Source: an optimization exercise on an open RTL-to-GDS flow (aim: small area and few clock cycles). Production flows keep margins and buffers that such runs may drop.
Where RTL was checked, it was by simulation tests only, not by an equivalence proof against the original.
No activity file was given, so power comes from the tool's default toggle rates.

==> run a: inputs <==
## snpe
module snpe (
    input  wire        clk,
    input  wire        rst,
    input  wire        cmd_valid,
    output wire        cmd_ready,
    input  wire [7:0]  cmd_data,
    input  wire        cmd_last,
    output wire        rsp_valid,
    input  wire        rsp_ready,
    output wire [7:0]  rsp_data,
    output wire        rsp_last,
    input  wire [31:0] now,
    input  wire [15:0] rnd
);
Settings: LEC_CHECK=0, CAP_MARGIN=20, CORE_MARGIN=2, CORE_UTILIZATION=40, SLEW_MARGIN=20; clock period 10.0 ns.
run.sh (not shown) runs the stock make flow with config.mk's settings and CLKGATE_MAP_FILE= SYNTH_SCRIPT=/design/flow/synth_recipe.tcl, a recipe that flattens the netlist after the stock synthesis.
==> inputs of run b, as changes to run a <==
--- a/flow/design.v
+++ b/flow/design.v
@@ -147,34 +147,36 @@
             8'h30: op_cls = C_REQ;
             8'h31: op_cls = C_CCHK;
             8'h32: op_cls = C_RD;
             8'h33: op_cls = C_CNT;
             default: op_cls = C_ILL;
         endcase
     end
     wire [3:0]  c      = first ? op_cls : cls;
-    wire [15:0] step_t = ck_step(tacc, d);
-    wire [15:0] step_n = ck_step(CK_INIT, d);
+    wire        byte_op = !pl && (c == C_BYTE);
+    wire [15:0] src     = pl ? tacc : (byte_op ? acc : CK_INIT);
+    wire [15:0] step    = ck_step(src, d);
+    wire        k_eq    = (step == {kh, kl});
     wire        big_n  = (|d[7:5]) || (&d[4:1]);             
     reg [3:0]  kind;
     reg        wr_slot, acc_init, acc_byte, acc_t, acc_n, clr_slots;
     reg [2:0]  kidx;
     always @(*) begin
         kind = K_EFMT;
         wr_slot = 1'b0; acc_init = 1'b0; acc_byte = 1'b0; acc_t = 1'b0;
         acc_n = 1'b0; clr_slots = 1'b0;
         kidx = 3'd0;
         if (pl) begin
             if (cnt == 9'd1) begin
                 if (cls == C_GENB || cls == C_CHKB) begin
                     kind = K_ELEN;
                 end else begin
                     acc_t = 1'b1;
-                    kind = (cls == C_CHK && step_t != {kh, kl}) ? K_CKS : K_CRC;
+                    kind = (cls == C_CHK && !k_eq) ? K_CKS : K_CRC;
                 end
             end
         end else begin
             case (c)
                 C_RESET: if (cnt == P0) begin kind = K_OK1; acc_init = 1'b1; clr_slots = 1'b1; end
                 C_INIT:  if (cnt == P0) begin kind = K_OK1; acc_init = 1'b1; end
                 C_READ:  if (cnt == P0) kind = K_CRC;
                 C_CNT:   if (cnt == P0) begin kind = K_CNT; kidx = 3'd2; end
@@ -194,17 +196,17 @@
                          end
                 C_CCHK:  if (cnt == P2) begin
                              if (|iss_m) begin kind = K_CHKH; kidx = iss_idx; end
                              else kind = K_EMIS;
                          end
                 C_GEN:   if (cnt == P1 && d == 8'd0) begin kind = K_CRC; acc_n = 1'b1; end
                 C_CHK:   if (cnt == P3 && d == 8'd0) begin
                              acc_n = 1'b1;
-                             kind = (step_n != {kh, kl}) ? K_CKS : K_CRC;
+                             kind = k_eq ? K_CRC : K_CKS;
                          end
                 C_ILL:   kind = K_EOP;
                 default: ;
             endcase
         end
     end
     wire done = cmd_fire && cmd_last;
     always @(posedge clk) begin
@@ -223,40 +225,38 @@
                 pl   <= 1'b0;
                 cnt  <= {5'd0, rlen_m1(kind)};
                 cls  <= kind;
                 sidx <= kidx;
             end else begin
                 cnt <= cnt_dec;
                 if (first) cls <= op_cls;
                 if (pl) begin
-                    tacc <= step_t;
+                    tacc <= step;
                 end else begin
                     if (cnt == P1) kh <= d;
                     if (cnt == P2) kl <= d;
                     if ((c == C_GEN && cnt == P1) || (c == C_CHK && cnt == P3)) begin
                         pl   <= 1'b1;
                         cnt  <= {1'b0, d};
-                        tacc <= step_n;
+                        tacc <= step;
                         if (big_n) cls <= (c == C_GEN) ? C_GENB : C_CHKB;
                     end
                 end
             end
         end
     end
     integer k;
     always @(posedge clk) begin
         if (rst) begin
             acc <= CK_INIT;
             slot_valid <= {N_SLOTS{1'b0}};
         end else if (done) begin
             if (acc_init) acc <= CK_INIT;
-            if (acc_byte) acc <= ck_step(acc, d);
-            if (acc_t)    acc <= step_t;
-            if (acc_n)    acc <= step_n;
+            if (acc_byte || acc_t || acc_n) acc <= step;
             if (clr_slots) slot_valid <= {N_SLOTS{1'b0}};
             for (k = 0; k < N_SLOTS; k = k + 1)
                 if (wr_slot && kidx == k) slot_valid[k] <= 1'b1;
         end
     end
     always @(posedge clk) begin
         for (k = 0; k < N_SLOTS; k = k + 1)
             if (done && wr_slot && kidx == k) begin
==> flow/config.mk (replaced) <==
export PLATFORM = sky130hd
export DESIGN_NAME = snpe
export DESIGN_NICKNAME = snpe
export VERILOG_FILES = /design/flow/design.v
export SDC_FILE = /design/flow/constraint.sdc
export NUM_CORES = 4
export LEC_CHECK = 0
export CAP_MARGIN = 20
export CORE_MARGIN = 2
export CORE_UTILIZATION = 40
export CTS_BUF_LIST = sky130_fd_sc_hd__clkbuf_4 sky130_fd_sc_hd__clkbuf_8
export GPL_TIMING_DRIVEN = 0
export SLEW_MARGIN = 20
==> comparison <==
Of run b and run a, run b has the higher non-clock buffer count (gap 99).
Clock power: run b is smaller than run a (about 10%).
Of run a and run b, run a has the higher die area (gap about 0.9%, measured against run b).
Run b completed, yet does not pass: setup timing. Run a produced a clean layout.
Sequential cell count is the same in run b and run a.
Between run b and run a, the lower fmax is in run b (gap about 4.7%, measured against run a).
Against run a, the final area of run b is larger by about 2.2%.
In run b the area after synthesis is lower than in run a, by about 0.9%.
==> figures <==
metric                                                                              run b                    run a
Result of the run                                                finished with violations  complete, no violations
Reasons for failing layout checks                                            setup timing                        -
Final core area utilization                                                        0.4797                   0.4677
Number of clock buffers inserted by TritonCTS                                          71                       44
Die outline height                                                               234.8 um                 235.8 um
Switching power as a share of total power                                          0.2733                   0.2461
Inverter count of the layout excluding clock inverters                                 80                       67
GR Util met2                                                                       0.4407                   0.3830
Standard cell area after detailed placement                                     23230 um2                23150 um2
Non-clk buf share                                                                 0.07366                  0.04712
Number of different library cells in the post-synthesis netlist                       102                       94
WL final                                                                         82360 um                 70250 um
Count of plain and timing-repair buffers in the layout                                222                      123
Leakage dissipation                                                           0.008585 uW              0.008292 uW
Average routed wire per standard cell                                            30.39 um                 27.13 um
Combined global-route utilization of all metal layers                              0.2881                   0.2480
Post-Layout Cell Count                                                               2710                     2589
Testbench counts of run a, summed over its fixed seeds: cycles 39,449.
The RTL of run b was laid out without a check of its function.

separate check: timing with driven ports:
No port has a modelled driver above. Below, the same layouts with a new extraction and two added sets of constraints.
Step 1, drivers: a clkbuf_16 drives clk and a buf_2 each remaining input, both assumed.
Step 2 moves the port delays by t, midway between the first and last clock arrival at a register: inputs arrive t later, outputs are due t later. That takes back most of the time a late clock gives input paths.
a / b / c = no drivers / after step 1 / after step 2; a / b = the first two.
run	shift t [ns]	slack for setup (ns)	worst hold slack (ns)	worst setup path at the end	worst register clock-pin slew, ns
run a	0.623	0.303 / 0.244 / 0.477	0.475 / 0.475 / 0.475	input to output	0.06 / 0.06
run b	0.718	-0.176 / -0.228 / -0.178	0.516 / 0.516 / 0.516	input to output	0.07 / 0.07
For run b, which loses most, drivers alone change the setup slack by -0.052 ns; drivers and shift together by -0.002 ns.
